Background: an optimization exercise with open tools, aiming at small area, a short achievable clock period and few clock cycles per item. Do not read the settings as production practice.
RTL that was checked went through simulation tests only; none was proved equivalent to the original.
Power is estimated from default activity; no workload was simulated.

Design muxcodec_quant, start of the top module:
module muxcodec_quant (
    input  wire        clk,
    input  wire        rst,         
    input  wire        in_valid,
    output wire        in_ready,
    input  wire        in_op,       
    input  wire [2:0]  in_res,      
    input  wire [2:0]  in_qty,      
    input  wire [63:0] in_din,
    output reg         out_valid,
    output reg  [63:0] out_dout,
    output reg  [2:0]  out_err      
);
Size in the first run: roughly 4,000 cells after synthesis, about 140 I/O pins, ~0.029 sq mm of cells after synthesis.
==> flow/config.mk <==
export PLATFORM = sky130hd
export DESIGN_NAME = muxcodec_quant
export DESIGN_NICKNAME = muxcodec_quant
export VERILOG_FILES = /design/flow/design.v
export SDC_FILE = /design/flow/constraint.sdc
export NUM_CORES = 4
export LEC_CHECK = 0
export CAP_MARGIN = 20
export CORE_MARGIN = 2
export CORE_UTILIZATION = 40
export SETUP_SLACK_MARGIN = 4.5
export SLEW_MARGIN = 20
==> flow/constraint.sdc <==
create_clock -name core_clock -period 9.0 [get_ports {clk}]
set_input_delay 1.8000 -clock core_clock [delete_from_list [all_inputs] [get_ports {clk}]]
set_output_delay 1.8000 -clock core_clock [all_outputs]
set_load 0.01 [all_outputs]
run.sh (not shown) runs the stock make flow with config.mk's settings and CLKGATE_MAP_FILE= SYNTH_SCRIPT=/design/flow/synth_recipe.tcl, a recipe that flattens the netlist after the stock synthesis.
The starting point completed with no timing, DRC or antenna violations.
Change:
--- a/flow/design.v
+++ b/flow/design.v
@@ -165,19 +165,19 @@
             i_krev[31 - i] = i_k[i];
     end
     wire        i_e32ff = (i_e32 == 8'hFF);
     wire [22:0] i_m32   = {in_din[22] | (i_e32ff & (|in_din[21:0])), in_din[21:0]};
     wire [10:0] i_x32   = i_e32ff ? 11'h7FF :
                           (i_e32 == 8'd0) ? 11'd897 :
                           {i_e32[7], ~i_e32[7], ~i_e32[7], ~i_e32[7], i_e32[6:0]};
     wire [52:0] d  = {1'b1, rom_m};
-    wire [55:0] S1 = {1'b0, A} + {1'b0, ~{2'b00, d}}       + 56'd1;    
-    wire [55:0] S2 = {1'b0, A} + {1'b0, ~{1'b0, d, 1'b0}}  + 56'd1;    
-    wire [55:0] S3 = {1'b0, A} + {1'b0, ~rom_m3}           + 56'd1;    
+    wire [55:0] S1 = add55(A, ~{2'b00, d},      1'b1);    
+    wire [55:0] S2 = add55(A, ~{1'b0, d, 1'b0}, 1'b1);    
+    wire [55:0] S3 = add55(A, ~rom_m3,          1'b1);    
     wire        ge1 = S1[55], ge2 = S2[55], ge3 = S3[55];
     wire        qb0 = ge2;                    
     wire        qb1 = ge3 | (ge1 & ~ge2);     
     wire        kr0    = B[31], kr1 = B[30];
     wire        km0    = (neg & seen) ? ~kr0 : kr0;
     wire        seen0  = seen | kr0;
     wire        km1    = (neg & seen0) ? ~kr1 : kr1;
     wire        seen1  = seen0 | kr1;
@@ -253,18 +253,17 @@
     wire        m_top  = acc[52];
     wire [52:0] m_man  = m_top ? acc : {acc[51:0], h1};
     wire        m_rb   = m_top ? h1 : h0;
     wire        m_sb   = m_top ? (h0 | g1 | g0 | stk) : (g1 | g0 | stk);
     wire        m_up   = m_rb & (m_sb | m_man[0]);
     wire [53:0] m_rnd  = inc_out;
     wire [10:0] m_exp0 = X + {10'd0, m_top};
     wire [10:0] m_exp1 = X + {9'd0, m_top, ~m_top};
-    wire        m_cy   = m_up & (&acc[51:0]) & (m_top | h1);
-    wire [10:0] m_exp  = m_cy ? m_exp1 : m_exp0;
+    wire [10:0] m_exp  = m_rnd[53] ? m_exp1 : m_exp0;
     wire [63:0] m_dout = {neg, m_exp, m_rnd[51:0]};
     wire [52:0] fm     = ~A[52:0];
     wire        f_rb   = fm[28];
     wire        f_up   = f_rb & (fst | fm[29]);
     wire [7:0]  f_e8   = {~X[7], X[6:0]} & {8{fm[52]}};
     wire [30:0] f_body = inc_out[30:0];
     wire        f_nan  = |fm[51:0];
     reg  [31:0] f_out;
@@ -318,17 +317,17 @@
             K_F2F:   x_step = 11'h001;    
             default: x_step = 11'h7FF;    
         endcase
     end
     wire r1 = (kind == K_F2F) | k_one;
     always @(posedge clk) begin
         out_dout <= r_dout;
         out_err  <= err;
-        if (~busy) begin
+        if (accept) begin
             res   <= in_res[1:0];
             qty   <= in_qty;
             first <= 1'b1;
             fr    <= 1'b0;
             err   <= (in_res == 3'd4) ? 3'd3 : in_res[2] ? 3'd5 : 3'd0;
             h1    <= 1'b0;
             h0    <= 1'b0;
             g1    <= 1'b0;
The changed run finished with timing, DRC and antenna clean.
Global-route usage goes down by 7.1 points.
Via count falls by 15%.
Clock power is lower by about 8%.
Worst setup slack loses 0.074 ns.
Cell area falls by 9.9%.
Utilization goes down by 1.1 points.
Routed wire length falls by 24%.
Die area fell by 7.8%.
Function was not checked in any run of this note: the RTL went through the layout flow alone.


Setup of the baseline:
muxcodec_quant, a different RTL version from the one above (not shown whole).
Size: ~3400 cells after synthesis, ~140 I/O pins, about 26000 sq um of cells after synthesis.
clock: 9.0 ns
lec_check: 0
cap_margin: 20
core_margin: 2
core_utilization: 40
setup_slack_margin: 4.5
slew_margin: 20
Testbench counts of the baseline, summed over its fixed seeds: cycles 71,988, items 12,000.
Changes in the candidate relative to the baseline:
diff --git a/flow/design.v b/flow/design.v
--- a/flow/design.v
+++ b/flow/design.v
@@ -15,17 +15,16 @@
     localparam [1:0] K_MUL = 2'd1;    
     localparam [1:0] K_F2F = 2'd2;    
     localparam [1:0] K_F2D = 2'd3;    
     localparam [1:0] C_NONE = 2'd0;
     localparam [1:0] C_ZERO = 2'd1;   
     localparam [1:0] C_INF  = 2'd2;   
     localparam [1:0] C_NAN  = 2'd3;   
     reg         busy;       
-    reg         rdy;        
     reg         fin;        
     reg         first;      
     reg         fr;         
     reg  [1:0]  kind;
     reg  [2:0]  err;        
     reg  [1:0]  cst;        
     reg  [1:0]  res;
     reg  [2:0]  qty;
@@ -37,17 +36,17 @@
     reg         fst;        
     reg         up;         
     reg         sat;        
     reg  [54:0] A;          
     reg  [31:0] B;          
     reg  [10:0] X;          
     reg  [5:0]  T;          
     wire [53:0] inc_out;    
-    assign in_ready = rdy;
+    assign in_ready = ~busy;
     wire accept = in_valid & ~busy;
     reg  [51:0] rom_m;
     reg  [54:0] rom_m3;
     reg  [10:0] rom_c1, rom_cs;
     always @(*) begin
         case ({qty, res})
             5'b000_00: begin rom_m = 52'h47AE147AE147B; rom_m3 = 55'h3D70A3D70A3D71; rom_c1 = 11'd1015; rom_cs = 11'd1024; end
             5'b000_01: begin rom_m = 52'hA36E2EB1C432D; rom_m3 = 55'h4EA4A8C154C987; rom_c1 = 11'd1008; rom_cs = 11'd1025; end
@@ -416,27 +415,24 @@
                 default: begin
                     B <= {B[30:0], 1'b0};
                     if (first & (B[22:0] == 23'd0)) cst <= C_ZERO;
                 end
             endcase
         end
         if (rst) begin
             busy      <= 1'b0;
-            rdy       <= 1'b1;
             fin       <= 1'b0;
             out_valid <= 1'b0;
         end else begin
             out_valid <= fin;
             if (accept) begin
                 busy <= i_iter;
-                rdy  <= ~i_iter;
                 fin  <= ~i_iter;
             end else if (busy) begin
                 busy <= ~done;
-                rdy  <= done;
                 fin  <= done;
             end else begin
                 fin  <= 1'b0;
             end
         end
     end
 endmodule
Findings:
The candidate ended with every stage complete and zero timing, DRC or antenna violations. Number of non-clock inverters in the layout: the candidate vs the baseline identical. Post-route non-filler standard cell count: the candidate vs the baseline up 60. Comparing the candidate and the baseline, the lower share of the clock period used by the worst path is on the candidate. The baseline ended up with rom_m3[7] as its startpoint of the worst setup timing path; the candidate ended up with d[32]. Going from the baseline to the candidate, pin slew with the least headroom to its limit increased by 0.022 ns relative to the old numbers; post-layout total power increased by about 5% relative to the old numbers. The candidate against the baseline; total number of clock tree sinks is down slightly. met3 routed wirelength ended up 940 um lower on the candidate than on the baseline.
For the candidate, only the layout was checked, not whether the RTL still works.

[port drivers added, routing unchanged]
No port has a modelled driver above. Below, the same layouts with a new extraction and two added sets of constraints.
Step 1 sets driving cells, clkbuf_16 on the clock port and buf_2 on the other inputs (assumed; they add their load-dependent delay and slew).
Step 2 moves the port delays by t, midway between the first and last clock arrival at a register: inputs arrive t later, outputs are due t later. That takes back most of the time a late clock gives input paths.
Slacks: ideal ports / drivers / drivers and shift; pairs: ideal ports / drivers.
run | shift t [ns] | setup WS [ns] | slew at the worst register clock pin (ns) | worst slew at a driven data input, ns
the first run of note 1 | 0.646 | 4.397 / 4.397 / 3.958 | 0.07 / 0.07 | 0.05
the second run of note 1 | 0.630 | 4.323 / 4.323 / 4.068 | 0.08 / 0.08 | 0.05
the baseline | 0.610 | 4.450 / 4.450 / 4.080 | 0.08 / 0.08 | 0.05
the candidate | 0.633 | 4.491 / 4.491 / 4.033 | 0.07 / 0.07 | 0.09
After both steps setup and hold are still met in every run listed. The setup slack of the candidate, which loses most, moves by 0.000 ns with the drivers and by -0.458 ns with both steps.
